Background: an optimization exercise with open tools, aiming at small area. Do not read the settings as production practice.
Where RTL was checked, it was by simulation tests only, not by an equivalence proof against the original.
Function not checked in runs 3 to 5: the RTL went through the layout flow alone.
Power is estimated from default activity; no workload was simulated.

## design/flow/flow/run.sh

```bash
#!/bin/bash
set -euo pipefail
export BUFFER_PORTS_ARGS="-buffer_cell sky130_fd_sc_hd__buf_1"
export CTS_ARGS="-sink_clustering_enable -repair_clock_nets -buf_list {sky130_fd_sc_hd__clkbuf_8} -sink_clustering_size 12 -dont_use_dummy_load"
bash standard.sh finish > standard.log 2>&1
```

## design/flow/standard.sh

```bash
#!/bin/bash
# synth_recipe.tcl (not shown) runs the flow's synth.tcl, then flattens the netlist and writes it again
# the make line also repeats each setting of config.mk as NAME=value (left out here)
make -C /OpenROAD-flow-scripts/flow DESIGN_CONFIG=/design/flow/config.mk WORK_HOME=/design/flow/orfs CLKGATE_MAP_FILE= SYNTH_SCRIPT=/design/flow/synth_recipe.tcl "${@:-finish}"
```

## design/flow/config.mk

```make
export PLATFORM = sky130hd
export DESIGN_NAME = oac_core
export DESIGN_NICKNAME = oac_core
export VERILOG_FILES = /design/flow/design.v
export SDC_FILE = /design/flow/constraint.sdc
export NUM_CORES = 4
export LEC_CHECK = 0
export CAP_MARGIN = 20
export CORE_MARGIN = 2
export CORE_UTILIZATION = 80
export SLEW_MARGIN = 20
```

## design/flow/constraint.sdc

```tcl
create_clock -name core_clock -period 10.0 [get_ports {clk}]
set_input_delay 2.0000 -clock core_clock [delete_from_list [all_inputs] [get_ports {clk}]]
set_output_delay 2.0000 -clock core_clock [all_outputs]
set_load 0.01 [all_outputs]
```

## design/flow/design.v

```verilog
module oac_core (
    input  wire        clk,
    input  wire        rst,           
    output wire        mem_req,
    output wire        mem_we,
    output wire [6:0]  mem_addr,
    output wire [31:0] mem_wdata,
    input  wire        mem_ack,
    input  wire [31:0] mem_rdata,
    output wire        halted,
    output wire        faulted,
    output wire [1:0]  fault_kind,
    output wire [31:0] fault_value,
    output wire [31:0] pc_out,
    output wire [31:0] x0_out,
    output wire [31:0] x1_out,
    output wire [31:0] x2_out,
    output wire [31:0] x3_out,
    output wire [1:0]  flags_out,
    output wire [31:0] stk_top_out
);
    localparam [3:0] S_FETCH  = 4'd0,    
                     S_OP1    = 4'd1,    
                     S_OP2    = 4'd2,    
                     S_RETRD  = 4'd3,    
                     S_PASS   = 4'd4,    
                     S_WRITE  = 4'd5,    
                     S_CWRITE = 4'd6,    
                     S_FPM    = 4'd7,    
                     S_FPS    = 4'd8,    
                     S_FPC    = 4'd9,    
                     S_END    = 4'd10;
    localparam [4:0] E_OOB = 5'b00000, E_BADREG = 5'b00001, E_OVF = 5'b00010,
                     E_UNF = 5'b00011, E_FETCH = 5'b00100, E_CALLF = 5'b10100,
                     E_HALT = 5'b01000;
    reg [3:0]  st;
    reg [31:0] x0, x1, x2, x3, fv;
    reg [6:0]  pc;
    reg        pc7;             
    reg [6:0]  A;               
    reg [4:0]  sp;              
    reg [4:0]  ir;
    reg [1:0]  ra;              
    reg        fz, fn;
    reg        cy;
    reg        pend;            
    reg [4:0]  k;               
    wire [31:0] rd  = mem_rdata;
    wire        ack = mem_ack;
    wire z25    = ~|rd[31:7];
    wire rd_reg = z25 & ~|rd[6:2];
    wire rd_op  = z25 & ~|rd[6:5] & (rd[4:0] <= 5'd20);
    wire [7:0] inc8 = {1'b0, A} + 8'd1;
    wire k31    = &k;
    wire k0     = ~|k;
    wire is_rr   = (ir == 5'd9) | (ir == 5'd12) | (ir == 5'd13) | (ir == 5'd18);
    wire is_rm   = (ir == 5'd16) | (ir == 5'd17);
    wire is_data = (ir == 5'd0) | (ir == 5'd1) | (ir == 5'd5) | (ir == 5'd6) | (ir == 5'd15);
    wire is_ldi  = (ir == 5'd7);
    wire is_call = (ir == 5'd10);
    wire taken   = (ir == 5'd2) | (((ir == 5'd3) | (ir == 5'd19)) & fz) |
                   (((ir == 5'd14) | (ir == 5'd20)) & ~fz) | ((ir == 5'd4) & fn);
    wire p_mem   = (ir == 5'd0) | (ir == 5'd1) | (ir == 5'd5) | (ir == 5'd7) |
                   (ir == 5'd15) | is_rm;
    wire p_usea  = ~((ir == 5'd5) | (ir == 5'd7) | (ir == 5'd15));
    wire p_bx    = (ir == 5'd12) | (ir == 5'd13) | (ir == 5'd18);
    wire p_sub   = (ir == 5'd1) | (ir == 5'd13) | (ir == 5'd17) | (ir == 5'd18);
    wire p_cin   = (ir == 5'd8) | (ir == 5'd15);
    wire p_flags = (ir == 5'd0) | (ir == 5'd1) | (ir == 5'd8) | p_bx;
    wire p_fv    = (ir == 5'd6) | (ir == 5'd15);
    wire p_x     = ~(p_fv | (ir == 5'd18));
    wire [1:0] aidx = (is_rr | is_rm) ? ra : 2'd0;
    wire [1:0] didx = is_rm ? ra : (is_rr ? A[1:0] : 2'd0);
    wire in_pass = (st == S_PASS);
    wire in_fpm  = (st == S_FPM) | (st == S_FPS);
    wire in_fp   = in_fpm | (st == S_FPC);
    wire memsrc  = (in_pass & p_mem) | in_fpm;
    wire step    = (in_pass | in_fp) & (~memsrc | ack);
    wire last    = step & k31;
    wire mbit = rd[k];
    reg  xa, xb;
    always @(*) begin
        case (aidx)
            2'd0: xa = x0[0];
            2'd1: xa = x1[0];
            2'd2: xa = x2[0];
            default: xa = x3[0];
        endcase
        case (A[1:0])
            2'd0: xb = x0[0];
            2'd1: xb = x1[0];
            2'd2: xb = x2[0];
            default: xb = x3[0];
        endcase
    end
    wire cbit = (k == 5'd7 & ir[1:0] == 2'd0) | (((k == 5'd5) | (k == 5'd6)) & ir[1]) |
                (k == 5'd4 & ir[1:0] == 2'd3);
    wire abit = in_pass & p_usea & xa & ~pend;
    wire braw = memsrc ? mbit : (in_pass ? (p_bx & xb & ~pend) : cbit);
    wire bbit = braw ^ (in_pass & p_sub);
    wire c0   = k0 ? (in_pass & (p_sub | p_cin)) : cy;
    wire sum  = abit ^ bbit ^ c0;
    wire cout = (abit & bbit) | (abit & c0) | (bbit & c0);
    wire wx   = in_pass & p_x;
    wire h0   = (wx & didx == 2'd0) ? sum : (x0[0] & ~pend);
    wire h1   = (wx & didx == 2'd1) ? sum : (x1[0] & ~pend);
    wire h2   = (wx & didx == 2'd2) ? sum : (x2[0] & ~pend);
    wire h3   = (wx & didx == 2'd3) ? sum : (x3[0] & ~pend);
    wire hf   = (in_fp | (in_pass & p_fv)) ? sum : fv[0];
    wire single = (st == S_FETCH) | (st == S_OP1) | (st == S_OP2) | (st == S_RETRD) |
                  (st == S_WRITE) | (st == S_CWRITE);
    wire usesp  = (st == S_RETRD) | (st == S_FPS) | (st == S_CWRITE);
    wire g      = ((st == S_END) & ir[2]) | (st == S_WRITE);
    assign mem_req   = (single & ~ack) | (memsrc & ~(ack & k31));
    assign mem_we    = (st == S_WRITE) | (st == S_CWRITE);
    assign mem_addr  = usesp ? {2'b11, sp} : A;
    assign mem_wdata = {fv[31:8] & {24{g}}, (st == S_CWRITE) ? inc8 : fv[7:0]};
    assign halted      = (st == S_END) & ir[3];
    assign faulted     = (st == S_END) & ~ir[3];
    assign fault_kind  = ir[1:0];
    assign fault_value = fv;
    assign pc_out      = {fv[31:7] & {25{g}}, pc};
    assign x0_out      = x0;
    assign x1_out      = x1;
    assign x2_out      = x2;
    assign x3_out      = x3;
    assign flags_out   = {fn, fz};
    assign stk_top_out = {25'd0, 2'b11, sp};
    wire e_f  = (st == S_FETCH)  & ack;
    wire e_1  = (st == S_OP1)    & ack;
    wire e_2  = (st == S_OP2)    & ack;
    wire e_r  = (st == S_RETRD)  & ack;
    wire e_w  = (st == S_WRITE)  & ack;
    wire e_cw = (st == S_CWRITE) & ack;
    wire e_p  = in_pass & last;
    wire e_fp = in_fp & last;
    wire f_inc  = (rd[4:0] == 5'd8);
    wire f_ret  = (rd[4:0] == 5'd11);
    wire sp_top = (sp == 5'd16);
    wire sp_bot = (sp == 5'd0);
    wire is_3w  = is_rr | is_rm;
    wire is_jmp = ~(is_3w | is_data | is_ldi | is_call);
    wire f_ok   = ~pc7 & rd_op;
    wire f_fpc  = ~f_ok | (f_ret ? sp_top : (~f_inc & inc8[7]));
    wire [4:0] f_code = pc7 ? E_FETCH : (~rd_op ? E_HALT : (f_ret ? E_UNF : E_OOB));
    wire o1_fpm = (is_3w & ~rd_reg) | (is_data & ~z25) | ((is_call & ~sp_bot | is_jmp & taken) & ~z25);
    wire o1_fpc = (is_3w & rd_reg & inc8[7]) | (is_call & sp_bot);
    wire [4:0] o1_code = is_3w ? (rd_reg ? E_OOB : E_BADREG) :
                         is_data ? E_OOB :
                         is_call ? (sp_bot ? E_OVF : E_CALLF) : E_FETCH;
    wire o1_pass = (is_data & z25) | is_ldi;
    wire o1_jnt  = is_jmp & ~taken;
    wire o1_tgt  = (is_call & ~sp_bot) | (is_jmp & taken);
    wire o2_ok   = is_rr ? rd_reg : z25;
    wire to_fault = (e_f & f_fpc) | (e_1 & (o1_fpm | o1_fpc)) | (e_2 & ~o2_ok) | (e_r & ~z25);
    wire [4:0] code = e_f ? f_code : (e_1 ? o1_code : ((e_2 & is_rr) ? E_BADREG :
                      (e_2 ? E_OOB : E_FETCH)));
    wire pc_rd  = (e_1 & o1_tgt) | e_r;
    wire pc_inc = (e_f & f_ok & f_inc) | (e_1 & (o1_pass | o1_jnt)) | (e_2 & o2_ok);
    wire a_inc  = e_f | (e_1 & ((is_3w & rd_reg) | o1_jnt));
    wire a_rd   = (e_1 & (is_data | is_jmp & taken) & z25) | (e_2 & o2_ok) | (e_r & z25);
    wire a_pc   = (e_p & ~p_fv) | e_w | e_cw;
    wire sp_dec = e_1 & is_call & ~sp_bot;
    wire sp_inc = (e_r & z25) | (e_fp & (st == S_FPS));
    reg [3:0] st_n;
    always @(*) begin
        st_n = st;
        if (e_f)
            st_n = f_fpc ? S_FPC : (f_inc ? S_PASS : (f_ret ? S_RETRD : S_OP1));
        if (e_1)
            st_n = o1_fpm ? S_FPM : (o1_fpc ? S_FPC : (is_3w ? S_OP2 :
                   (o1_pass ? S_PASS : (is_call ? S_CWRITE : S_FETCH))));
        if (e_2)
            st_n = o2_ok ? S_PASS : S_FPM;
        if (e_r)
            st_n = z25 ? S_FETCH : S_FPS;
        if (e_p)
            st_n = p_fv ? S_WRITE : S_FETCH;
        if (e_w)
            st_n = S_FETCH;
        if (e_cw)
            st_n = ir[1] ? S_FETCH : S_END;
        if (e_fp)
            st_n = ir[4] ? S_CWRITE : S_END;
    end
    always @(posedge clk) begin
        if (step) begin
            x0 <= {h0, x0[31:1]};
            x1 <= {h1, x1[31:1]};
            x2 <= {h2, x2[31:1]};
            x3 <= {h3, x3[31:1]};
            fv <= {hf, fv[31:1]};
            cy <= cout;
        end
        if (e_1)
            ra <= rd[1:0];
        if (e_f | to_fault)
            ir <= to_fault ? code : rd[4:0];
    end
    always @(posedge clk) begin
        if (rst) begin
            st   <= S_FETCH;
            pc   <= 7'd0;
            pc7  <= 1'b0;
            A    <= 7'd0;
            sp   <= 5'd16;
            fz   <= 1'b0;
            fn   <= 1'b0;
            pend <= 1'b1;
            k    <= 5'd0;
        end else begin
            st <= st_n;
            if (step) begin
                k <= k + 5'd1;
                if (in_pass & p_flags) begin
                    fz <= ~sum & (k0 | fz);
                    fn <= sum;
                end
            end
            if (e_p | e_fp)
                pend <= 1'b0;
            if (pc_rd | pc_inc)
                {pc7, pc} <= pc_rd ? {1'b0, rd[6:0]} : inc8;
            if (a_inc | a_rd | a_pc)
                A <= a_inc ? inc8[6:0] : (a_rd ? rd[6:0] : pc);
            if (sp_dec | sp_inc)
                sp <= sp_dec ? sp - 5'd1 : sp + 5'd1;
        end
    end
endmodule
```

==> results.yml, run 1 <==
cells_and_area:
  fin_util_pct: 89.6
  nNetsFinal: 1064
  final_cell_mix: "buf_1, edfxtp_1, nand2_1"
  layout_commonest_cell: "buf_1"
  drive_gt1_share_pct: 8.00
  syn_to_final_growth_pct: 9.92
  antenna_cells: 0
  fin_cells: 1160
clocking:
  cts_buffer_depth: 2
  cts_hold_buf: 0
  clock_sinks: 200
  cts_resized: 0
  cts_tree: "done"
  cts_inserted_buffers: 17
  htreeDepth: 4
  clock_latency_ns: 0.49
  clkSlewWorstSetupHoldPaths_ns: 0.08
  cts_root_buf: "clkbuf_8"
  cts_setup_buffers: 0
power_and_ir_drop:
  pwr-share-clk_pct: 18.6
  intPower_mw: 1.39
  p_sw_mw: 0.740
  power.leakage_nw: 3.65
  cellPowerDensity_nw_per_um2: 199
  ir_worst_vdd_mv: 0.156
  power_frac_comb_pct: 24.5
  sequentialPowerShare_pct: 56.9
  sw_frac_of_total_pct: 34.7
  p_total_mw: 2.13
placement:
  post-place-cells: 1143
  dp_hpwl_um: 20900
  place.port_buffers: 278
  gp_congestion: 1.02
synthesis:
  synth_cells: 779
  synth_compound_area_share_pct: 12.6
  synth.distinct_cells: 103
  synthArstFlopShare_pct: 0
  synth_xor_area_share_pct: 1.44
  synth_area_leaders: "edfxtp_1, dfxtp_1, buf_4"
  synth_top_family_by_area: "simple AND/OR/NAND/NOR gates"
  yosys.area.top_type: "edfxtp_1"
  synth_mux_area_share_pct: 5.02
  avgSynthCellArea_sq_um: 12.5
  synthesis.area_sq_um: 9750
  synth-edff-count: 168
  netlist.area_leader.share_pct: 51.7
  yosysSeqAreaShare_pct: 58.3
  synth_fa_ha_area_share_pct: 1.95
  yosysWarnings: 1
  synthFlopType: "edfxtp_1"
  ys_ff_latch: 200
  yosys.area_share.simple_pct: 13.2
floorplanning:
  core_sq_um: 12000
  dieWidth_um: 114
  rows: 40
  dieHeight_um: 114
  die_area_sq_um: 13100
  start_util_pct: 81.5
  ios: 306
grt:
  grt_overflow: 0
  antenna_found_initial: 0
  grt_pass1_vias: 7460
  grt_max_degree: 95
  grt_use_total_pct: 45.2
  grt_pass1_wl_um: 43300
route:
  drc: 0
  wl_per_cell_um: 25.2
  drtAntennaViolNets: 0
  vias: 8097
  wl_met2_um: 14500
  drt_iter0_markers: 1173
  wirelength_met1_um: 9320
  drtPass1Iterations: 7
  wl_met3_um: 3520
  top_layer: "met4"
  wl_um: 29300
  via_per_inst: 6.98
timing:
  setup_viol: 0
  post-route-period-util_pct: 55.2
  slew_headroom_pct: 23.2
  fin_crit_ns: 5.52
  fin_skew_ns: 0.0260
  fin_hold_ws_ns: 0.451
  rsz0062_at_grt: "no"
  finalSetupTns_ns: 0
  max_slew.worst_pin.slew_ns: 1.15
  fmax_mhz: 181
  finalHoldViolCount: 0
  slew_violations: 0
worst_setup_path:
  critPathKind: "flop to primary output"
  startpoint_type: "flop"
  cp_max_fo: 16
  arrival_ns: 3.52
  cp.required_ns: 8.00
  crit_path_end_kind: "primary output"
flow_run:
  max_cap_viol_count: 0
min_path:
  hp-class: "flop to flop"
status:
  status: "timing/DRC/antenna clean"
worst paths after layout:
| check | startpoint | end | slack [ns] | depth (start not counted) |
|---|---|---|---|---|
| worst max register to register | st[0] | x3[31] | 6.39 | 8 |
| worst min register to register | x1[6] | x1[5] | 0.45 | 0 |
| worst min-delay path | x1[6] | x1[5] | 0.45 | 0 |
| worst max-delay path | st[0] | mem_addr[2] | 4.48 | 6 |
logic make-up after synthesis:
group,after synthesis
compound gates,155
flops,200
simple gates,242
mux,34
fa+ha+maj,14
other cells,2
xor+xnor,16
buf+inv,116
sequential cells by signal (all words and copies together), names as in the netlist, 7 cells and up:
register and cells:
x3 32, x1 32, x2 32, A 7
fv 32, x0 32, pc 7
final cells by class:
type	instances	area, sq um
sequential	200	5690
tap	147	184
clock buffer	17	234
inverter	28	110
fill	501	1240
multi-input combinational	488	3440
timing repair buffer	280	1060
synthesized netlist by cell type (7+ instances only):
cell type  instances
ha_1              12
mux4_2            10
o21ai_0           23
xnor2_1            7
buf_4             57
a211oi_1          11
clkbuf_1          15
nor4_1             8
nor2b_1           31
mux2i_1           11
edfxtp_1         168
buf_2              8
o211ai_1          10
xor2_1             9
nand3_1           22
nand2_1           65
dfxtp_1           32
inv_1             22
and2_1             8
nand2b_1          10
nor3_1            11
nor2_1            38
a21oi_1           22
power groups by stage:
stage,registers [mW],logic (mW),clock network (mW)
after floorplan,1.21,0.322,0
after global placement,1.20,0.476,0
after detailed placement,1.22,0.501,0
after CTS,1.21,0.504,0.392
after global routing,1.22,0.550,0.414
final,1.21,0.522,0.396
through the flow:
step                setup WS, ns  cell area [sq um]
finish                      4.48              10700
global route                4.35              10700
global placement            5.17              10500
CTS                         4.69              10700
detailed placement          5.10              10500
floorplan                   4.59               9850
critical path, stage by stage, from the launching register on:
cell	delay [ns]
dfxtp_1	0.80
inv_1	0.34
nand2_1	0.24
nor3_1	0.18
a31oi_1	0.90
mux2_2	0.44
buf_1	0.13
metal layers:
metal	global-route usage, %	vias up
li1	-	3307
met1	53.4	3755
met2	74.4	842
met3	13.7	193
met4	24.8	0
met5	0	-
==> inputs of run 2 (changes only) <==
--- a/design/flow/config.mk
+++ b/design/flow/config.mk
@@ -9,3 +9,3 @@
 export CORE_MARGIN = 2
-export CORE_UTILIZATION = 80
+export CORE_UTILIZATION = 65
 export SLEW_MARGIN = 20
==> run 2 against run 1 <==
Still clean. Die area grew 22%. Cell count grew 3.3%. Total power shrank 2.2%. Clock power shrank 3%. Highest routed layer unchanged. Critical path type unchanged. Sequential share of layout area shrank 0.31 points. Combinational power shrank 4%. Critical path depth is the same. Largest power group unchanged. Design area grew 0.58%.
==> results.yml, run 2 <==
status:
  status: "timing/DRC/antenna clean"
timing:
  slew_violations: 0
  fin_crit_ns: 5.26
  rsz0062_at_grt: "no"
  slew_headroom_pct: 28.6
  finalHoldViolCount: 0
  setup_viol: 0
  finalSetupTns_ns: 0
  max_slew.worst_pin.slew_ns: 1.07
  fmax_mhz: 190
  post-route-period-util_pct: 52.6
  fin_skew_ns: 0.0478
  fin_hold_ws_ns: 0.428
clocking:
  clock_latency_ns: 0.47
  cts_hold_buf: 0
  clkSlewWorstSetupHoldPaths_ns: 0.12
  cts_inserted_buffers: 17
  htreeDepth: 4
  clock_sinks: 200
  cts_setup_buffers: 0
  cts_root_buf: "clkbuf_8"
  cts_tree: "done"
  cts_buffer_depth: 2
  cts_resized: 0
floorplanning:
  dieHeight_um: 126
  start_util_pct: 66.9
  core_sq_um: 14600
  dieWidth_um: 126
  die_area_sq_um: 16000
  rows: 44
  ios: 306
grt:
  grt_overflow: 0
  grt_use_total_pct: 30.5
  grt_pass1_wl_um: 37300
  grt_pass1_vias: 6682
  grt_max_degree: 91
  antenna_found_initial: 0
route:
  drtAntennaViolNets: 0
  wl_um: 25400
  drt_iter0_markers: 891
  vias: 7365
  wl_per_cell_um: 21.2
  drtPass1Iterations: 5
  drc: 0
  via_per_inst: 6.15
synthesis:
  yosysSeqAreaShare_pct: 58.3
  synth_area_leaders: "edfxtp_1, dfxtp_1, buf_4"
  yosys.area.top_type: "edfxtp_1"
  ys_ff_latch: 200
  synthesis.area_sq_um: 9750
  synth_cells: 779
  netlist.area_leader.share_pct: 51.7
  synth.distinct_cells: 103
  avgSynthCellArea_sq_um: 12.5
  synth-edff-count: 168
  synthFlopType: "edfxtp_1"
  yosysWarnings: 1
  synthArstFlopShare_pct: 0
  ys_top_cells_by_count: "edfxtp_1, nand2_1, buf_4"
  yosysMostFrequentCell: "edfxtp_1"
flow_run:
  max_cap_viol_count: 0
cells_and_area:
  fin_util_pct: 73.9
  stdcell_area_sq_um: 10800
  antenna_cells: 0
  final_cell_mix: "buf_1, edfxtp_1, nand2_1"
  syn_to_final_growth_pct: 10.6
  fill_cells: 1011
  layout_commonest_cell: "buf_1"
  nNetsFinal: 1065
  drive_gt1_share_pct: 8.09
worst_setup_path:
  arrival_ns: 3.26
  startpoint_type: "flop"
  r2r_end: "fv[0]"
  ff2ff_setup_slack_ns: 6.55
  crit_path_end_kind: "primary output"
  r2r_cells: 6
  cp_max_fo: 16
  cp.required_ns: 8.00
  critPathKind: "flop to primary output"
  r2r-start: "st[1]"
power_and_ir_drop:
  cellPowerDensity_nw_per_um2: 193
  power.leakage_nw: 3.66
  ir_worst_vdd_mv: 0.112
min_path:
  min_to: "x2[27]"
  whs_path_depth: 0
  hp-class: "flop to flop"
  hold_start: "x2[28]"
placement:
  placed_area_sq_um: 10500
  dp_hpwl_um: 19000
  place.port_buffers: 278
  gp_congestion: 0.973
==> run 2: cell counts after synthesis <==
No cell type changed its count.
==> run 2: worst max-delay path by stage <==
| stage | from | depth (start not counted) | slack [ns] | endpoint |
|---|---|---|---|---|
| 2_1_floorplan | mem_ack | 7 | 4.59 | sp[4] |
| 3_3_place_gp | mem_rdata[0] | 8 | 5.14 | x3[31] |
| 3_5_place_dp | mem_rdata[0] | 8 | 5.09 | x3[31] |
| 4_1_cts | st[0] | 6 | 4.85 | mem_addr[3] |
| 5_1_grt | st[0] | 6 | 4.64 | mem_addr[3] |
| 6_report | st[0] | 6 | 4.74 | mem_addr[3] |
==> run 2: routing by layer <==
metal / wire, um / GRT usage [%] / vias up
met1: 9680 / 39.1 / 3561
met2: 12800 / 52.2 / 454
met3: 2210 / 6.58 / 56
met4: 641 / 10.1 / 0
met5: 0 / 0 / -
li1: - / - / 3294
==> run 2: cell type report <==
type,count,area (sq um),share of cell area [%]
sequential,200,5690,52.7
inverter,28,110,1.02
tap,184,230,2.14
clock buffer,17,234,2.17
timing repair buffer,281,1080,10.0
multi-input combinational,488,3440,31.9
==> run 2: per-stage QoR <==
| step | setup slack [ns] | total power [mW] | cells |
|---|---|---|---|
| 6_report | 4.74 | 2.08 | 1198 |
| 5_1_grt | 4.64 | 2.17 | 1198 |
| 4_1_cts | 4.85 | 2.08 | 1197 |
| 3_5_place_dp | 5.09 | 1.71 | 1180 |
| 3_3_place_gp | 5.14 | 1.69 | 1180 |
| 2_1_floorplan | 4.59 | 1.53 | 804 |
==> run 2: cells by family after synthesis <==
| group | Yosys count | synth area share [%] |
|---|---|---|
| AND/OR/NAND/NOR | 242 | 13.2 |
| flip-flops | 200 | 58.3 |
| AO/OA/AOI/OAI | 155 | 12.6 |
| buffers and inverters | 116 | 7.39 |
| multiplexers | 34 | 5.02 |
| XOR/XNOR | 16 | 1.44 |
| adder cells (fa/ha/maj) | 14 | 1.95 |
| other | 2 | 0.0770 |
==> run 2: where the power goes <==
| part | total, mW | switching [mW] | internal [mW] |
|---|---|---|---|
| registers | 1.20 | 0.117 | 1.08 |
| logic | 0.503 | 0.341 | 0.162 |
| clock network | 0.384 | 0.233 | 0.151 |
| total | 2.08 | 0.691 | 1.39 |
==> run 2: critical path, stage by stage, from the launching register on <==
cell     delay, ns
dfxtp_1       0.75
inv_1         0.33
nand2_1       0.20
nor3_1        0.12
a31oi_1       0.86
mux2_2        0.42
buf_1         0.14
==> inputs of run 3 (changes only) <==
--- a/design/flow/design.v
+++ b/design/flow/design.v
@@ -53,4 +53,5 @@
     wire [7:0] inc8 = {1'b0, A} + 8'd1;
-    wire k31    = &k;
-    wire k0     = ~|k;
+    wire [4:0] k_n = {k[3:0], k[4] ^ k[2] ^ ~|k[3:0]};
+    wire k31    = (k == 5'd16);
+    wire k0     = (k == 5'd0);
     wire is_rr   = (ir == 5'd9) | (ir == 5'd12) | (ir == 5'd13) | (ir == 5'd18);
@@ -79,3 +80,4 @@
     wire last    = step & k31;
-    wire mbit = rd[k];
+    wire [31:0] rdp = {rd[14], rd[15], rd[25], rd[16], rd[22], rd[26], rd[10], rd[17], rd[23], rd[8], rd[27], rd[29], rd[11], rd[5], rd[18], rd[31], rd[13], rd[24], rd[21], rd[9], rd[7], rd[28], rd[4], rd[30], rd[12], rd[20], rd[6], rd[3], rd[19], rd[2], rd[1], rd[0]};
+    wire mbit = rdp[k];
     reg  xa, xb;
@@ -95,4 +97,4 @@
     end
-    wire cbit = (k == 5'd7 & ir[1:0] == 2'd0) | (((k == 5'd5) | (k == 5'd6)) & ir[1]) |
-                (k == 5'd4 & ir[1:0] == 2'd3);
+    wire cbit = (k == 5'd11 & ir[1:0] == 2'd0) | (((k == 5'd18) | (k == 5'd5)) & ir[1]) |
+                (k == 5'd9 & ir[1:0] == 2'd3);
     wire abit = in_pass & p_usea & xa & ~pend;
@@ -213,3 +215,3 @@
             if (step) begin
-                k <= k + 5'd1;
+                k <= k_n;
                 if (in_pass & p_flags) begin
--- a/design/flow/flow/run.sh
+++ b/design/flow/flow/run.sh
@@ -4,2 +4,3 @@
 export CTS_ARGS="-sink_clustering_enable -repair_clock_nets -buf_list {sky130_fd_sc_hd__clkbuf_8} -sink_clustering_size 12 -dont_use_dummy_load"
+export RECOVER_POWER=100
 bash standard.sh finish > standard.log 2>&1
--- a/design/flow/config.mk
+++ b/design/flow/config.mk
@@ -7,2 +7,3 @@
 export LEC_CHECK = 0
+export ABC_AREA = 1
 export CAP_MARGIN = 20
==> run 3 against run 2 <==
Now fails the layout checks on max-capacitance violations, max-slew violations. Cell count rose by 15%. Critical path depth rose by 5. Via count rose by 3.8%. Clock skew shrank 0.0088 ns. Sequential power grew 37%. Design area shrank 3.1%. Non-clock buffer count increased by 1. Critical path type is now primary input to flop.
==> results.yml, run 3 <==
floorplanning:
  ios: 306
  core_sq_um: 14000
  die_area_sq_um: 15400
  start_util_pct: 67.0
  dieWidth_um: 124
  rows: 43
  dieHeight_um: 124
worst_setup_path:
  critPathKind: "primary input to flop"
  startpoint_type: "primary input"
  path_common_cell: "nand2_1"
  startpoint: "mem_ack"
  cp_slowest_cell: "clkinvlp_2"
  critPathMaxStageDelay_ns: 2.76
  r2r_cells: 14
  cp.required_ns: 10.30
  path_cells: "buf_1 > inv_1 > nand2_4 > nand2_1 > clkinvlp_2 > nand2_1 > nand2_1 > nand2_1 > nor2_1 > nand2_1 > a21oi_1"
  worstSetupEndpoint: "st[0]"
  crit_path_end_kind: "flop"
  r2r-start: "ir[4]"
  r2r_end: "st[0]"
  arrival_ns: 7.28
  ff2ff_setup_slack_ns: 3.57
  cp_max_fo: 88
timing:
  rsz0062_at_grt: "no"
  fin_crit_ns: 6.98
  max_slew.worst_pin.slew_ns: 3.66
  setup_viol: 0
  finalHoldViolCount: 0
  slew_violations: 89
  fmax_mhz: 143
  slew_headroom_pct: -146
  post-route-period-util_pct: 69.8
  fin_skew_ns: 0.0389
  finalSetupTns_ns: 0
cells_and_area:
  syn_to_final_growth_pct: 11.5
  fin_cells: 1377
  antenna_cells: 0
  fill_cells: 1007
  multiInputGateArea_sq_um: 2770
  final_cell_mix: "buf_1, nand2_1, edfxtp_1"
  layout_commonest_cell: "buf_1"
  drive_gt1_share_pct: 4.68
  nNetsFinal: 1243
  seqCellArea_sq_um: 5690
synthesis:
  synth-edff-count: 168
  netlist.area_leader.share_pct: 53.8
  synth_area_leaders: "edfxtp_1, dfxtp_1, nand2_1"
  synthArstFlopShare_pct: 0
  ys_top_cells_by_count: "nand2_1, edfxtp_1, nor2_1"
  synthFlopType: "edfxtp_1"
  avgSynthCellArea_sq_um: 9.92
  yosysWarnings: 1
  synth.distinct_cells: 46
  yosys.area.top_type: "edfxtp_1"
  yosysSeqAreaShare_pct: 60.7
  synthesis.area_sq_um: 9370
  yosysMostFrequentCell: "nand2_1"
  ys_ff_latch: 200
  synth_cells: 944
grt:
  grt_overflow: 0
  antenna_found_initial: 0
  grt_pass1_vias: 6821
  grt_use_total_pct: 31.3
  grt_max_degree: 89
  grt_pass1_wl_um: 35600
route:
  drc: 0
  drt_iter0_markers: 780
  via_per_inst: 5.55
  wl_per_cell_um: 17.9
  drtPass1Iterations: 5
  vias: 7644
  drtAntennaViolNets: 0
  wl_um: 24600
status:
  so_faults: "max-capacitance violations, max-slew violations"
  status: "failed layout checks"
flow_run:
  max_cap_viol_count: 1
clocking:
  cts_tree: "done"
  cts_hold_buf: 0
  clock_latency_ns: 0.48
  cts_setup_buffers: 0
  clkSlewWorstSetupHoldPaths_ns: 0.10
  cts_buffer_depth: 2
  cts_root_buf: "clkbuf_8"
  cts_resized: 0
  htreeDepth: 4
  cts_inserted_buffers: 17
  clock_sinks: 200
placement:
  place.port_buffers: 278
  dp_hpwl_um: 18800
  gp_congestion: 0.964
  post-place-cells: 1360
min_path:
  hp-class: "flop to flop"
  whs_path_depth: 0
power_and_ir_drop:
  cellPowerDensity_nw_per_um2: 306
  p_total_mw: 3.20
  ir_worst_vdd_mv: 0.238
  power.leakage_nw: 4.05
==> run 3: changes by cell type after synthesis, sizes merged, moves of 11 or more <==
cell,before,now
mux2i,11,0
nor2b,32,0
nor2,41,127
inv,27,123
a21oi,22,34
o21ai,30,69
a211oi,13,1
nand4,4,16
clkbuf,19,8
nand2,66,183
mux2,13,0
o211ai,13,2
nand3,23,60
==> run 3: per-stage QoR <==
| stage | hold slack [ns] | util [%] | worst slack (ns) | area (sq um) |
|---|---|---|---|---|
| global placement | 0.427 | 73.4 | 4.99 | 10300 |
| CTS | 0.442 | 75.0 | 5.33 | 10500 |
| finish | 0.444 | 74.7 | 3.02 | 10400 |
| detailed placement | 0.433 | 73.4 | 4.83 | 10300 |
| floorplan | 0.459 | - | 5.71 | 9460 |
| global route | 0.451 | 74.7 | 2.52 | 10400 |
==> run 3: worst min path at each step <==
stage,startpoint,end,slack [ns]
floorplan,fn,fn,0.46
global placement,x1[21],x1[20],0.43
detailed placement,x2[17],x2[16],0.43
CTS,x1[26],x1[25],0.44
global route,x0[1],x0[0],0.45
finish,x1[26],x1[25],0.44
==> run 3: layer usage <==
layer	track usage, %	vias up	part of all wire (%)
li1	-	3568	-
met3	8.88	43	11
met5	0	-	0
met1	39.4	3572	37
met2	52.8	461	50
met4	9.27	0	1.9
==> run 3: cells by family (layout without fill, tap and decap cells) <==
kind of cell               count (synthesis)  count (layout)  share of synthesized area, %
xor gates and xnor gates                  10              10                         0.935
AOI/OAI and AO/OA                        124             124                          7.21
other                                      2              27                        0.0802
buffers and inverters                    194             422                          10.3
DFF                                      200             200                          60.7
and+or+nand+nor                          405             405                          19.4
adders and majority gates                  9               9                          1.36
==> run 3: where the power goes <==
part	total, mW	internal (mW)	switching (mW)
sequential	1.64	1.40	0.241
clock	0.387	0.151	0.236
combinational	1.18	0.306	0.869
total	3.20	1.85	1.35
==> run 3: cell type report <==
class	count	area share [%]
inverter	123	4.46
multi-input combinational	575	26.5
tap	180	2.16
timing repair buffer	282	10.2
clock buffer	17	2.24
sequential	200	54.4
==> run 3: worst max-delay path: cells and delay by family <==
kind            cells  cell delay, ns
simple gates        7            2.10
buf+inv             3            3.05
compound gates      1            0.05
==> inputs of run 4 (changes only) <==
==> design/flow/flow/run.sh (replaced) <==
#!/bin/bash
set -euo pipefail
export BUFFER_PORTS_ARGS="-buffer_cell sky130_fd_sc_hd__buf_1"
export CTS_ARGS="-sink_clustering_enable -repair_clock_nets -buf_list {sky130_fd_sc_hd__clkbuf_16} -sink_clustering_size 40 -sink_clustering_max_diameter 200 -dont_use_dummy_load"
export RECOVER_POWER=100
bash standard.sh finish > standard.log 2>&1
==> run 4 against run 3 <==
Still fails the layout checks on max-capacitance violations, max-slew violations. Routed wire length increased by 0.94%. Area after synthesis unchanged. Sequential share of layout area decreased by 0.98 points. Via count decreased by 0.30%. Combinational power about the same. Clock-buffer cell count unchanged. Clock power increased by 43%. Register-to-register slack about the same. Non-clock buffer count unchanged. Critical path depth unchanged. Critical path type unchanged. Critical endpoint unchanged.
==> results.yml, run 4 <==
cells_and_area:
  drive_gt1_share_pct: 4.76
  fill_cells: 980
  final_cell_mix: "buf_1, nand2_1, edfxtp_1"
  fin_cells: 1377
  antenna_cells: 0
  stdcell_area_sq_um: 10600
  syn_to_final_growth_pct: 13.5
  fin_util_pct: 76.0
  layout_commonest_cell: "buf_1"
  nNetsFinal: 1243
min_path:
  hold_start: "x2[25]"
  hp-class: "flop to flop"
grt:
  grt_pass1_vias: 6794
  grt_overflow: 0
  antenna_found_initial: 0
  grt_use_total_pct: 31.5
  grt_max_degree: 89
  grt_pass1_wl_um: 35700
clocking:
  htreeDepth: 4
  cts_resized: 0
  clock_latency_ns: 0.43
  clkSlewWorstSetupHoldPaths_ns: 0.06
  cts_root_buf: "clkbuf_16"
  cts_setup_buffers: 0
  cts_tree: "done"
  cts_hold_buf: 0
  cts_inserted_buffers: 17
  cts_buffer_depth: 2
  clock_sinks: 200
synthesis:
  ys_top_cells_by_count: "nand2_1, edfxtp_1, nor2_1"
  synthArstFlopShare_pct: 0
  yosys.area.top_type: "edfxtp_1"
  synthesis.area_sq_um: 9370
  synth_area_leaders: "edfxtp_1, dfxtp_1, nand2_1"
  ys_ff_latch: 200
  synth_cells: 944
  yosysMostFrequentCell: "nand2_1"
  yosysWarnings: 1
  yosysSeqAreaShare_pct: 60.7
  netlist.area_leader.share_pct: 53.8
  synth-edff-count: 168
  synth.distinct_cells: 46
  synthFlopType: "edfxtp_1"
  avgSynthCellArea_sq_um: 9.92
placement:
  dpl_worst_slack_ns: 4.83
  placed_area_sq_um: 10300
  post-place-cells: 1360
  dp_hpwl_um: 18800
  place.port_buffers: 278
  gp_congestion: 0.964
timing:
  finalHoldViolCount: 0
  slew_violations: 89
  fin_ws_ns: 2.99
  fmax_mhz: 143
  fin_skew_ns: 0.0263
  max_slew.worst_pin.slew_ns: 3.67
  setup_viol: 0
  post-route-period-util_pct: 70.1
  finalSetupTns_ns: 0
  slew_headroom_pct: -146
  rsz0062_at_grt: "no"
  fin_crit_ns: 7.01
worst_setup_path:
  cp_max_fo: 88
  cp.required_ns: 10.26
  path_common_cell: "nand2_1"
  critPathKind: "primary input to flop"
  path_cells: "buf_1 > inv_1 > nand2_4 > nand2_1 > clkinvlp_2 > nand2_1 > nand2_1 > nand2_1 > nor2_1 > nand2_1 > a21oi_1"
  startpoint_type: "primary input"
  arrival_ns: 7.26
  cp_slowest_cell: "clkinvlp_2"
  startpoint: "mem_ack"
  crit_path_end_kind: "flop"
  critPathMaxStageDelay_ns: 2.77
  r2r-start: "ir[4]"
power_and_ir_drop:
  cellPowerDensity_nw_per_um2: 317
  ir_worst_vdd_mv: 0.188
  power.leakage_nw: 4.13
route:
  wl_per_cell_um: 18.0
  via_per_inst: 5.53
  drt_iter0_markers: 656
  vias: 7621
  drc: 0
  wl_um: 24800
  drtPass1Iterations: 5
  drtAntennaViolNets: 0
floorplanning:
  rows: 43
  core_sq_um: 14000
  start_util_pct: 67.0
  ios: 306
  dieWidth_um: 124
  dieHeight_um: 124
  die_area_sq_um: 15400
status:
  status: "failed layout checks"
  so_faults: "max-capacitance violations, max-slew violations"
flow_run:
  max_cap_viol_count: 1
run 4: cell counts after synthesis:
Identical to the previous run, type by type.
run 4: power breakdown:
part	internal [mW]	switching (mW)	total, mW
registers	1.40	0.244	1.64
clock network	0.296	0.258	0.554
logic	0.307	0.872	1.18
run 4: cells by family (layout without fill, tap and decap cells):
kind of cell / after synthesis / after routing / share of synthesized area, %
simple gates: 405 / 405 / 19.4
flops: 200 / 200 / 60.7
buf+inv: 194 / 422 / 10.3
compound gates: 124 / 124 / 7.21
xor+xnor: 10 / 10 / 0.935
fa+ha+maj: 9 / 9 / 1.36
other cells: 2 / 27 / 0.0802
run 4: routing by layer:
| metal | global-route usage, % | share of wire, % |
|---|---|---|
| met5 | 0 | 0 |
| met4 | 10.5 | 2.0 |
| met3 | 7.65 | 9.9 |
| met2 | 53.4 | 50 |
| met1 | 39.8 | 38 |
run 4: stage by stage:
| step | power (mW) | hold slack, ns |
|---|---|---|
| 2_1_floorplan | 2.33 | 0.459 |
| 3_3_place_gp | 2.76 | 0.427 |
| 3_5_place_dp | 2.80 | 0.433 |
| 4_1_cts | 3.35 | 0.448 |
| 5_1_grt | 3.55 | 0.451 |
| 6_report | 3.38 | 0.446 |
run 4: final cells by class:
class / instances / area [sq um] / area share, %
sequential: 200 / 5690 / 53.4
multi-input combinational: 575 / 2770 / 26.0
timing repair buffer: 282 / 1070 / 10.0
inverter: 123 / 465 / 4.38
clock buffer: 17 / 425 / 4.00
tap: 180 / 225 / 2.12
run 4: critical path, delay by kind of cell:
kind	cells	cell delay, ns
simple gates	7	2.11
compound gates	1	0.05
buf+inv	3	3.06
run 4: worst paths after layout:
check	to	slack (ns)	cells after the start
worst max-delay path	st[0]	2.99	11
worst min register to register	x2[24]	0.45	0
worst min-delay path	x2[24]	0.45	0
worst max register to register	st[0]	3.57	14
==> inputs of run 5 (changes only) <==
==> design/flow/flow/run.sh (replaced) <==
#!/bin/bash
set -euo pipefail
here=$(pwd)
{
  echo "proc abc {args} { set i [lsearch \$args -script]; if {\$i >= 0} { lset args [expr {\$i+1}] $here/flow/area.abc }; yosys abc {*}\$args }"
  cat synth_recipe.tcl
} > flow/area_synth.tcl
export BUFFER_PORTS_ARGS="-buffer_cell sky130_fd_sc_hd__buf_1"
export CTS_ARGS="-sink_clustering_enable -repair_clock_nets -buf_list {sky130_fd_sc_hd__clkbuf_8} -sink_clustering_size 12 -dont_use_dummy_load"
bash standard.sh SYNTH_SCRIPT=$here/flow/area_synth.tcl finish > standard.log 2>&1
==> design/flow/flow/area.abc (new file) <==
strash
dch -f
amap
topo
==> design/flow/flow/area_synth.tcl (new file) <==
proc abc {args} { set i [lsearch $args -script]; if {$i >= 0} { lset args [expr {$i+1}] /design/flow/flow/area.abc }; yosys abc {*}$args }
proc synth {args} { yosys synth -nofsm -noshare {*}$args }
source $::env(SCRIPTS_DIR)/synth.tcl
# left out here: clear keep_hierarchy, flatten, clean up, hide names made inside functions, write 1_2_yosys.v
==> run 5 against run 4 <==
Utilization fell by 0.70 points. Now clean on timing, DRC and antenna. Combinational power fell by 56%. Routed wire length fell by 1.7%. Fmax rose by 37%. Sequential share of layout area rose by 3.8 points. Largest cell class unchanged. Via count fell by 3.8%. Global-route usage rose by 1.9 points. Non-clock buffer count did not move. Clock power fell by 31%.
==> results.yml, run 5 <==
power_and_ir_drop:
  sw_frac_of_total_pct: 34.1
  sequentialPowerShare_pct: 56.3
  power_frac_comb_pct: 25.1
  p_total_mw: 2.06
  pwr-share-clk_pct: 18.7
  p_sw_mw: 0.703
  cellPowerDensity_nw_per_um2: 208
  ir_worst_vdd_mv: 0.158
  intPower_mw: 1.36
  power.leakage_nw: 3.19
worst_setup_path:
  cp_max_fo: 9
  arrival_ns: 5.48
  cp.required_ns: 10.37
  path_common_cell: "nor2_1"
  cpLargestDelayFamily: "simple AND/OR/NAND/NOR gates"
  crit_path_end_kind: "flop"
  path_buf_inv: 2
  critPathMaxStageDelay_ns: 0.78
  critPathKind: "primary input to flop"
  startpoint_type: "primary input"
  path_cells: "buf_1 > nor4_1 > nand4_1 > nor3_1 > nand3_1 > or3_1 > nor2_1 > nor2_1 > o21ai_0 > clkinv_1 > o32ai_1 > a22oi_1 > nor2_1"
  cp_slowest_cell: "o21ai_0"
synthesis:
  synthFlopType: "edfxtp_1"
  netlist.area_leader.share_pct: 57.9
  synth-edff-count: 168
  yosysWarnings: 1
  synth.distinct_cells: 44
  yosysMostFrequentCell: "edfxtp_1"
  ys_top_cells_by_count: "edfxtp_1, nor2_1, clkinv_1"
  synthArstFlopShare_pct: 0
  synth_cells: 742
  yosysSeqAreaShare_pct: 65.2
  synthesis.area_sq_um: 8720
  ys_ff_latch: 200
  synth_area_leaders: "edfxtp_1, dfxtp_1, buf_4"
  yosys.area.top_type: "edfxtp_1"
  avgSynthCellArea_sq_um: 11.7
timing:
  post-route-period-util_pct: 51.1
  slew_headroom_pct: 29.8
  max_slew.worst_pin.slew_ns: 1.05
  setup_viol: 0
  fin_crit_ns: 5.11
  finalHoldViolCount: 0
  fin_hold_ws_ns: 0.432
  fin_skew_ns: 0.0353
  rsz0062_at_grt: "no"
  fmax_mhz: 196
  slew_violations: 0
  finalSetupTns_ns: 0
cells_and_area:
  syn_to_final_growth_pct: 14.0
  drive_gt1_share_pct: 2.37
  nNetsFinal: 1057
  fill_cells: 881
  layout_commonest_cell: "buf_1"
  antenna_cells: 0
  final_cell_mix: "buf_1, edfxtp_1, nor2_1"
  stdcell_area_sq_um: 9940
  multiInputGateArea_sq_um: 2420
  seqCellArea_sq_um: 5690
clocking:
  cts_hold_buf: 0
  cts_root_buf: "clkbuf_8"
  cts_tree: "done"
  clock_sinks: 200
  cts_setup_buffers: 0
  clkSlewWorstSetupHoldPaths_ns: 0.09
  cts_resized: 0
  clock_latency_ns: 0.47
  cts_inserted_buffers: 17
  cts_buffer_depth: 2
  htreeDepth: 4
floorplanning:
  die_area_sq_um: 14400
  dieHeight_um: 120
  rows: 42
  dieWidth_um: 120
  core_sq_um: 13200
  ios: 306
  start_util_pct: 66.1
placement:
  dp_hpwl_um: 18200
  placed_area_sq_um: 9700
  place.port_buffers: 278
  gp_congestion: 0.969
grt:
  grt_pass1_vias: 6661
  grt_overflow: 0
  grt_max_degree: 96
  grt_use_total_pct: 33.3
  grt_pass1_wl_um: 36600
  antenna_found_initial: 0
flow_run:
  max_cap_viol_count: 0
route:
  drt_iter0_markers: 934
  via_per_inst: 6.18
  drtPass1Iterations: 6
  wl_per_cell_um: 20.6
  vias: 7334
  wl_um: 24400
  drc: 0
  drtAntennaViolNets: 0
status:
  status: "timing/DRC/antenna clean"
min_path:
  hp-class: "flop to flop"
[run 5: cell type report]
class / count / area share, %
clock buffers: 17 / 2.35
repair buffers: 282 / 10.8
multi-input cells: 432 / 24.3
flip-flops and latches: 200 / 57.2
well taps: 176 / 2.22
inverters: 80 / 3.07
[run 5: power by group through the flow]
stage	Clock, mW	Combinational [mW]	Sequential [mW]
global route	0.418	0.560	1.17
detailed placement	0	0.502	1.18
CTS	0.387	0.505	1.16
global placement	0	0.494	1.16
finish	0.385	0.517	1.16
floorplan	0	0.285	1.21
[run 5: path summary, 6_finish.rpt]
check	from	endpoint	slack [ns]	cells past startpoint
worst max-delay path	mem_rdata[17]	A[4]	4.89	13
worst min-delay path	x1[30]	x1[29]	0.43	0
worst max register to register	ir[1]	A[4]	5.17	14
worst min register to register	x1[30]	x1[29]	0.43	0
[run 5: logic make-up (layout without fill, tap and decap cells)]
group | Yosys count | in the layout | share of synthesized area [%]
other | 2 | 27 | 0.0862
flip-flops | 200 | 200 | 65.2
buffers and inverters | 135 | 379 | 8.18
XOR/XNOR | 1 | 1 | 0.101
AND/OR/NAND/NOR | 236 | 236 | 12.3
AO/OA/AOI/OAI | 159 | 159 | 12.7
adder cells (fa/ha/maj) | 9 | 9 | 1.46
[run 5: through the flow]
step | utilization (%) | setup slack [ns] | instances
floorplan | - | 2.89 | 767
global placement | 73.5 | 4.77 | 1170
detailed placement | 73.5 | 4.70 | 1170
CTS | 75.3 | 5.03 | 1187
global route | 75.3 | 4.50 | 1187
finish | 75.3 | 4.89 | 1187
[run 5: layer usage]
metal / global-route usage [%] / routed length, um / vias up
met5: 0 / 0 / -
met1: 44.1 / 9070 / 3460
met3: 7.70 / 2670 / 76
li1: - / - / 3195
met4: 9.85 / 648 / 0
met2: 55.7 / 12000 / 603
==> inputs of run 6 (changes only) <==
--- a/design/flow/design.v
+++ b/design/flow/design.v
@@ -166,2 +166,4 @@
     wire sp_inc = (e_r & z25) | (e_fp & (st == S_FPS));
+    wire [4:0] sp_x = sp ^ {5{sp_dec}};
+    wire [4:0] sp_t = {5{sp_dec | sp_inc}} & {&sp_x[3:0], &sp_x[2:0], &sp_x[1:0], sp_x[0], 1'b1};
     reg [3:0] st_n;
@@ -227,4 +229,3 @@
                 A <= a_inc ? inc8[6:0] : (a_rd ? rd[6:0] : pc);
-            if (sp_dec | sp_inc)
-                sp <= sp_dec ? sp - 5'd1 : sp + 5'd1;
+            sp <= sp ^ sp_t;
         end
==> design/flow/flow/area.abc (replaced) <==
strash
&get -n
&deepsyn -T 30
&put
dch -f
amap -m
topo
==> run 6 against run 5 <==
Sequential power up 56%. Die area shrank 2.2%. Routed wire length decreased by 1.5%. Non-clock buffer count is 1 lower. Clock skew grew 0.0010 ns. Clock power barely moved. Global-route usage up 0.49 points.
==> results.yml, run 6 <==
synthesis:
  ys_top_cells_by_count: "edfxtp_1, nor2_1, clkinv_1"
  ys_ff_latch: 200
  yosysMostFrequentCell: "edfxtp_1"
  yosysSeqAreaShare_pct: 66.7
  synth-edff-count: 168
  synth.distinct_cells: 45
  synth_cells: 721
  avgSynthCellArea_sq_um: 11.8
  synth_area_leaders: "edfxtp_1, dfxtp_1, buf_4"
  synthesis.area_sq_um: 8520
  synthArstFlopShare_pct: 0
  synthFlopType: "edfxtp_1"
  yosys.area.top_type: "edfxtp_1"
  netlist.area_leader.share_pct: 59.2
  yosysWarnings: 1
clocking:
  htreeDepth: 4
  clock_latency_ns: 0.47
  cts_resized: 0
  cts_tree: "done"
  cts_inserted_buffers: 17
  cts_hold_buf: 0
  cts_setup_buffers: 0
  clkSlewWorstSetupHoldPaths_ns: 0.11
  cts_root_buf: "clkbuf_8"
  cts_buffer_depth: 2
  clock_sinks: 200
cells_and_area:
  multiInputGateArea_sq_um: 2190
  final_cell_mix: "buf_1, edfxtp_1, nor2_1"
  drive_gt1_share_pct: 2.33
  fin_util_pct: 76.5
  nNetsFinal: 1031
  seqCellArea_sq_um: 5690
  syn_to_final_growth_pct: 14.3
  layout_commonest_cell: "buf_1"
  stdcell_area_sq_um: 9730
  fill_cells: 869
  antenna_cells: 0
floorplanning:
  dieHeight_um: 118
  start_util_pct: 67.0
  die_area_sq_um: 14000
  core_sq_um: 12700
  rows: 41
  ios: 306
  dieWidth_um: 118
timing:
  fin_skew_ns: 0.0363
  fmax_mhz: 175
  post-route-period-util_pct: 57.3
  max_slew.worst_pin.slew_ns: 1.03
  finalSetupTns_ns: 0
  fin_ws_ns: 4.27
  rsz0062_at_grt: "no"
  setup_viol: 0
  fin_hold_ws_ns: 0.438
  finalHoldViolCount: 0
  fin_crit_ns: 5.73
  slew_violations: 0
  slew_headroom_pct: 31.3
grt:
  grt_overflow: 0
  grt_pass1_vias: 6545
  grt_max_degree: 85
  grt_use_total_pct: 33.8
  grt_pass1_wl_um: 36100
  antenna_found_initial: 0
worst_setup_path:
  arrival_ns: 3.73
  startpoint_type: "primary input"
  critPathMaxStageDelay_ns: 0.68
  path_cells: "buf_1 > nor2_1 > a21oi_4 > clkinv_1 > nor4_1 > a211oi_1 > clkinv_1 > nor2_1 > buf_1"
  cp.required_ns: 8.00
  cp_max_fo: 3
  cp_slowest_cell: "nor4_1"
  critPathKind: "primary input to primary output"
  crit_path_end_kind: "primary output"
min_path:
  hp-class: "flop to flop"
flow_run:
  max_cap_viol_count: 0
placement:
  dp_hpwl_um: 18300
  dpl_worst_slack_ns: 4.37
  place.port_buffers: 278
  placed_area_sq_um: 9490
  gp_congestion: 0.972
route:
  drtAntennaViolNets: 0
  drc: 0
  drt_iter0_markers: 952
  via_per_inst: 6.04
  wl_um: 24000
  wl_per_cell_um: 20.7
  drtPass1Iterations: 6
  vias: 7007
power_and_ir_drop:
  ir_worst_vdd_mv: 0.435
  cellPowerDensity_nw_per_um2: 361
  power.leakage_nw: 3.11
status:
  status: "timing/DRC/antenna clean"
## run 6: layout make-up
class / instances / share of cell area [%]
Timing Repair Buffer: 281 / 11.0
Tap cell: 172 / 2.21
Clock buffer: 17 / 2.40
Inverter: 90 / 3.47
Sequential cell: 200 / 58.4
Multi-Input combinational cell: 401 / 22.5
## run 6: final timing paths
path              startpoint       to  slack (ns)  cells after the start
hold / removal        x3[28]   x3[27]        0.44                      0
setup / recovery     mem_ack  mem_req        4.27                      9
setup reg to reg       st[3]    sp[3]        5.55                     19
hold reg to reg       x3[28]   x3[27]        0.44                      0
## run 6: per-layer routing
layer,global-route usage (%),wire length [um],vias up
li1,-,-,3085
met1,39.7,8360,3326
met2,58.8,12300,506
met3,8.20,2340,90
met4,15.8,1010,0
met5,0,0,-
## run 6: metrics by stage
step,power [mW],cells
CTS,3.49,1161
global route,3.68,1161
finish,3.51,1161
floorplan,2.59,746
global placement,3.04,1144
detailed placement,3.11,1144
## run 6: kinds of logic after synthesis
logic type,synth area share [%]
flip-flops,66.7
buffers and inverters,8.81
AND/OR/NAND/NOR,11.3
adder cells (fa/ha/maj),0.823
other,0.0882
multiplexers,0.132
AO/OA/AOI/OAI,12.1
## run 6: worst max-delay path, delay by kind of cell
family                 cells  cell delay (ns)
buffers and inverters      4             0.56
and+or+nand+nor            3             0.86
AOI/OAI and AO/OA          2             0.31
## run 6: where the power goes
part	switching, mW	internal, mW
registers	0.281	1.53
clock network	0.236	0.151
logic	0.974	0.343
total	1.49	2.02
==> inputs of run 7 (changes only) <==
--- a/design/flow/flow/run.sh
+++ b/design/flow/flow/run.sh
@@ -8,3 +8,3 @@
 export BUFFER_PORTS_ARGS="-buffer_cell sky130_fd_sc_hd__buf_1"
-export CTS_ARGS="-sink_clustering_enable -repair_clock_nets -buf_list {sky130_fd_sc_hd__clkbuf_8} -sink_clustering_size 12 -dont_use_dummy_load"
+export CTS_ARGS="-sink_clustering_enable -repair_clock_nets -buf_list {sky130_fd_sc_hd__clkbuf_4 sky130_fd_sc_hd__clkbuf_8} -dont_use_dummy_load"
 bash standard.sh SYNTH_SCRIPT=$here/flow/area_synth.tcl finish > standard.log 2>&1
==> run 7 against run 6 <==
Non-clock buffer count is the same. Clock power is essentially flat. Area after synthesis is the same. Largest cell class unchanged. Synthesized cell count is the same. Still clean on timing, DRC and antenna. Highest routed layer unchanged. Routed wire length is the same.
==> results.yml, run 7 <==
status:
  status: "timing/DRC/antenna clean"
placement:
  gp_congestion: 0.972
  dpl_worst_slack_ns: 4.37
  placed_area_sq_um: 9490
  place.port_buffers: 278
  post-place-cells: 1144
  dp_hpwl_um: 18300
timing:
  post-route-period-util_pct: 57.3
  slew_headroom_pct: 31.3
  fin_skew_ns: 0.0363
  fin_crit_ns: 5.73
  fin_ws_ns: 4.27
  fmax_mhz: 175
  slew_violations: 0
  finalSetupTns_ns: 0
  max_slew.worst_pin.slew_ns: 1.03
  setup_viol: 0
  rsz0062_at_grt: "no"
  finalHoldViolCount: 0
clocking:
  clock_sinks: 200
  cts_setup_buffers: 0
  cts_inserted_buffers: 17
  cts_resized: 0
  cts_root_buf: "clkbuf_8"
  cts_buffer_depth: 2
  clkSlewWorstSetupHoldPaths_ns: 0.11
  clock_latency_ns: 0.47
  htreeDepth: 4
  cts_tree: "done"
  cts_hold_buf: 0
cells_and_area:
  layout_commonest_cell: "buf_1"
  syn_to_final_growth_pct: 14.3
  nNetsFinal: 1031
  stdcell_area_sq_um: 9730
  fin_cells: 1161
  final_cell_mix: "buf_1, edfxtp_1, nor2_1"
  drive_gt1_share_pct: 2.33
  multiInputGateArea_sq_um: 2190
  antenna_cells: 0
  seqCellArea_sq_um: 5690
  fill_cells: 869
synthesis:
  yosysMostFrequentCell: "edfxtp_1"
  synth_area_leaders: "edfxtp_1, dfxtp_1, buf_4"
  yosysWarnings: 1
  synth-edff-count: 168
  avgSynthCellArea_sq_um: 11.8
  synthArstFlopShare_pct: 0
  synthesis.area_sq_um: 8520
  synthFlopType: "edfxtp_1"
  synth.distinct_cells: 45
  synth_cells: 721
  ys_top_cells_by_count: "edfxtp_1, nor2_1, clkinv_1"
  ys_ff_latch: 200
  yosysSeqAreaShare_pct: 66.7
  netlist.area_leader.share_pct: 59.2
  yosys.area.top_type: "edfxtp_1"
worst_setup_path:
  cp_max_fo: 3
  arrival_ns: 3.73
  startpoint_type: "primary input"
  critPathMaxStageDelay_ns: 0.68
  critPathKind: "primary input to primary output"
  path_cells: "buf_1 > nor2_1 > a21oi_4 > clkinv_1 > nor4_1 > a211oi_1 > clkinv_1 > nor2_1 > buf_1"
  r2r_cells: 19
  crit_path_end_kind: "primary output"
  cp_slowest_cell: "nor4_1"
  cp.required_ns: 8.00
floorplanning:
  start_util_pct: 67.0
  dieHeight_um: 118
  rows: 41
  dieWidth_um: 118
  die_area_sq_um: 14000
  ios: 306
  core_sq_um: 12700
grt:
  grt_overflow: 0
  grt_use_total_pct: 33.8
  grt_pass1_wl_um: 36100
  grt_max_degree: 85
  grt_pass1_vias: 6545
  antenna_found_initial: 0
power_and_ir_drop:
  cellPowerDensity_nw_per_um2: 361
  power.leakage_nw: 3.11
  ir_worst_vdd_mv: 0.435
  p_total_mw: 3.51
route:
  wl_per_cell_um: 20.7
  drtAntennaViolNets: 0
  via_per_inst: 6.04
  wl_um: 24000
  drtPass1Iterations: 6
  drc: 0
  vias: 7007
  drt_iter0_markers: 952
min_path:
  hp-class: "flop to flop"
  whs_path_depth: 0
flow_run:
  max_cap_viol_count: 0
## run 7: cell counts in the layout (fill, tap and decap cells not counted)
No cell type changed its count.
## run 7: critical path, delay by kind of cell
kind	cells	cell delay, ns
AOI/OAI and AO/OA	2	0.31
buffers and inverters	4	0.56
and+or+nand+nor	3	0.86
## run 7: through the flow
step / util, % / hold slack, ns
after floorplan: - / 0.473
after detailed placement: 74.6 / 0.429
after CTS: 76.4 / 0.443
final: 76.5 / 0.438
after global routing: 76.5 / 0.454
after global placement: 74.6 / 0.430
## run 7: kinds of logic (layout without fill, tap and decap cells)
logic type                 after synthesis  in the layout  share of synthesized area (%)
buffers and inverters                  145            388                           8.81
adders and majority gates                5              5                          0.823
AOI/OAI and AO/OA                      154            154                           12.1
muxes                                    1              1                          0.132
other                                    2             27                         0.0882
and+or+nand+nor                        214            214                           11.3
DFF                                    200            200                           66.7
## run 7: cell type report
cell class,instances,share of cell area [%]
clock buffers,17,2.40
multi-input cells,401,22.5
inverters,90,3.47
flip-flops and latches,200,58.4
well taps,172,2.21
repair buffers,281,11.0
## run 7: path summary, 6_finish.rpt
kind	start	to	slack, ns
hold / removal	x3[28]	x3[27]	0.44
hold reg to reg	x3[28]	x3[27]	0.44
setup / recovery	mem_ack	mem_req	4.27
setup reg to reg	st[3]	sp[3]	5.55
## run 7: power by group
group	internal [mW]	switching, mW	total, mW
Combinational	0.343	0.974	1.32
Clock	0.151	0.236	0.386
Sequential	1.53	0.281	1.81
Total	2.02	1.49	3.51
## run 7: metal layers
layer | vias to the layer above | GRT usage [%] | routed length, um
li1 | 3085 | - | -
met1 | 3326 | 39.7 | 8360
met2 | 506 | 58.8 | 12300
met3 | 90 | 8.20 | 2340
met4 | 0 | 15.8 | 1010
met5 | - | 0 | 0
==> inputs of run 8 (changes only) <==
--- a/design/flow/flow/run.sh
+++ b/design/flow/flow/run.sh
@@ -8,3 +8,3 @@
 export BUFFER_PORTS_ARGS="-buffer_cell sky130_fd_sc_hd__buf_1"
-export CTS_ARGS="-sink_clustering_enable -repair_clock_nets -buf_list {sky130_fd_sc_hd__clkbuf_4 sky130_fd_sc_hd__clkbuf_8} -dont_use_dummy_load"
+export CTS_ARGS="-sink_clustering_enable -repair_clock_nets -buf_list {sky130_fd_sc_hd__clkbuf_8} -sink_clustering_size 30 -sink_clustering_max_diameter 150 -sink_buffer_max_cap_derate 0.5 -dont_use_dummy_load"
 bash standard.sh SYNTH_SCRIPT=$here/flow/area_synth.tcl finish > standard.log 2>&1
==> run 8 against run 7 <==
Synthesized cell count stayed put. Sequential share of layout area did not move. Highest routed layer unchanged. Total power unchanged. Critical path depth unchanged. Clock skew unchanged. Area after synthesis unchanged. Combinational power hardly changed. First-iteration DRC count stayed put. Utilization did not move. Die area stayed put. Critical path type unchanged.
==> results.yml, run 8 <==
clocking:
  cts_root_buf: "clkbuf_8"
  htreeDepth: 4
  clkSlewWorstSetupHoldPaths_ns: 0.11
  cts_resized: 0
  cts_hold_buf: 0
  cts_inserted_buffers: 17
  cts_buffer_depth: 2
  cts_setup_buffers: 0
  cts_tree: "done"
  clock_sinks: 200
  clock_latency_ns: 0.47
cells_and_area:
  fill_cells: 869
  antenna_cells: 0
  stdcell_area_sq_um: 9730
  nNetsFinal: 1031
  syn_to_final_growth_pct: 14.3
  fin_util_pct: 76.5
  layout_commonest_cell: "buf_1"
  fin_cells: 1161
  final_cell_mix: "buf_1, edfxtp_1, nor2_1"
  drive_gt1_share_pct: 2.33
route:
  drc: 0
  drtPass1Iterations: 6
  drt_iter0_markers: 952
  drtAntennaViolNets: 0
  wl_met2_um: 12300
  vias: 7007
  wl_um: 24000
  wl_met3_um: 2340
  top_layer: "met4"
  wl_per_cell_um: 20.7
  via_per_inst: 6.04
  wirelength_met1_um: 8360
synthesis:
  yosysMostFrequentCell: "edfxtp_1"
  synthesis.area_sq_um: 8520
  synth.distinct_cells: 45
  synth_area_leaders: "edfxtp_1, dfxtp_1, buf_4"
  synthFlopType: "edfxtp_1"
  avgSynthCellArea_sq_um: 11.8
  ys_ff_latch: 200
  synth_cells: 721
  yosysSeqAreaShare_pct: 66.7
  netlist.area_leader.share_pct: 59.2
  ys_top_cells_by_count: "edfxtp_1, nor2_1, clkinv_1"
  synth-edff-count: 168
  synthArstFlopShare_pct: 0
  yosys.area.top_type: "edfxtp_1"
  yosysWarnings: 1
timing:
  slew_headroom_pct: 31.3
  finalHoldViolCount: 0
  fin_skew_ns: 0.0363
  fin_crit_ns: 5.73
  slew_violations: 0
  fin_hold_ws_ns: 0.438
  setup_viol: 0
  post-route-period-util_pct: 57.3
  fmax_mhz: 175
  rsz0062_at_grt: "no"
  finalSetupTns_ns: 0
  max_slew.worst_pin.slew_ns: 1.03
worst_setup_path:
  critPathKind: "primary input to primary output"
  cp_max_fo: 3
  arrival_ns: 3.73
  startpoint_type: "primary input"
  crit_path_end_kind: "primary output"
  cp.required_ns: 8.00
grt:
  grt_use_total_pct: 33.8
  grt_pass1_vias: 6545
  grt_overflow: 0
  grt_max_degree: 85
  grt_pass1_wl_um: 36100
  antenna_found_initial: 0
floorplanning:
  rows: 41
  core_sq_um: 12700
  die_area_sq_um: 14000
  start_util_pct: 67.0
  ios: 306
  dieWidth_um: 118
  dieHeight_um: 118
flow_run:
  max_cap_viol_count: 0
placement:
  dp_hpwl_um: 18300
  post-place-cells: 1144
  gp_congestion: 0.972
  place.port_buffers: 278
  placed_area_sq_um: 9490
power_and_ir_drop:
  pwr-share-clk_pct: 11.0
  power_frac_comb_pct: 37.5
  ir_worst_vdd_mv: 0.435
  sequentialPowerShare_pct: 51.5
  power.leakage_nw: 3.11
  p_sw_mw: 1.49
  cellPowerDensity_nw_per_um2: 361
  intPower_mw: 2.02
  sw_frac_of_total_pct: 42.4
status:
  status: "timing/DRC/antenna clean"
min_path:
  hp-class: "flop to flop"
run 8: logic make-up after synthesis:
logic type	after synthesis	share of synthesized area, %
adders and majority gates	5	0.823
buffers and inverters	145	8.81
other	2	0.0882
DFF	200	66.7
and+or+nand+nor	214	11.3
AOI/OAI and AO/OA	154	12.1
muxes	1	0.132
run 8: worst max-delay path, stage by stage:
cell	delay (ns)
buf_1	0.19
nor2_1	0.14
a21oi_4	0.16
clkinv_1	0.09
nor4_1	0.68
a211oi_1	0.15
clkinv_1	0.14
nor2_1	0.04
buf_1	0.14
run 8: worst paths after layout:
kind	start	end	slack, ns	depth (start not counted)
max	mem_ack	mem_req	4.27	9
min reg2reg	x3[28]	x3[27]	0.44	0
max reg2reg	st[3]	sp[3]	5.55	19
min	x3[28]	x3[27]	0.44	0
run 8: metrics by stage:
stage	worst slack, ns	power [mW]
final	4.27	3.51
after global routing	4.18	3.68
after CTS	4.37	3.49
after detailed placement	4.37	3.11
after global placement	4.49	3.04
after floorplan	0.199	2.59
run 8: cell type report:
cell class                      instances  area, sq um  share of cell area [%]
Clock buffer                           17          234                    2.40
Inverter                               90          338                    3.47
Sequential cell                       200         5690                    58.4
Timing Repair Buffer                  281         1070                    11.0
Tap cell                              172          215                    2.21
Multi-Input combinational cell        401         2190                    22.5
run 8: power by group through the flow:
stage          clock network, mW  registers, mW  logic, mW
6_report                   0.386           1.81       1.32
2_1_floorplan                  0           1.96      0.622
3_3_place_gp                   0           1.77       1.27
3_5_place_dp                   0           1.82       1.29
4_1_cts                    0.390           1.81       1.29
5_1_grt                    0.413           1.85       1.41
run 8: routing by layer:
layer	GRT usage [%]	vias to the layer above
met3	8.20	90
li1	-	3085
met2	58.8	506
met5	0	-
met4	15.8	0
met1	39.7	3326

## what the ideal ports hide
Ports are ideal in the flow. The routed layouts listed here were re-timed in OpenROAD.
Step 1: set_driving_cell puts a clkbuf_16 on clk and a buf_2 on each other input, an assumption about the parent block.
Step 2 adds t to the input delays and takes it off the output delays; t is the mean of the earliest and latest rising clock arrival at the registers after step 1. Input paths then give back, and output paths get back, about the clock's delay inside the block.
Three values: no drivers, after step 1, after step 2; two values: the first two.
| run | t (ns) | setup WS [ns] | worst setup path at the end |
|---|---|---|---|
| run 1 | 0.518 | 4.476 / 4.436 / 4.954 | register to output |
| run 2 | 0.484 | 4.743 / 4.705 / 5.054 | input to register |
| run 3 | 0.499 | 3.020 / 3.025 / 2.525 | input to register |
| run 4 | 0.467 | 2.994 / 3.003 / 2.536 | input to register |
| run 5 | 0.480 | 4.893 / 4.903 / 4.423 | input to register |
| run 6 | 0.487 | 4.270 / 4.235 / 4.160 | input to register |
| run 7 | 0.487 | 4.270 / 4.235 / 4.160 | input to register |
| run 8 | 0.487 | 4.270 / 4.235 / 4.160 | input to register |
The setup slack of run 3, which loses most, moves by +0.005 ns with the drivers and by -0.495 ns with both steps.
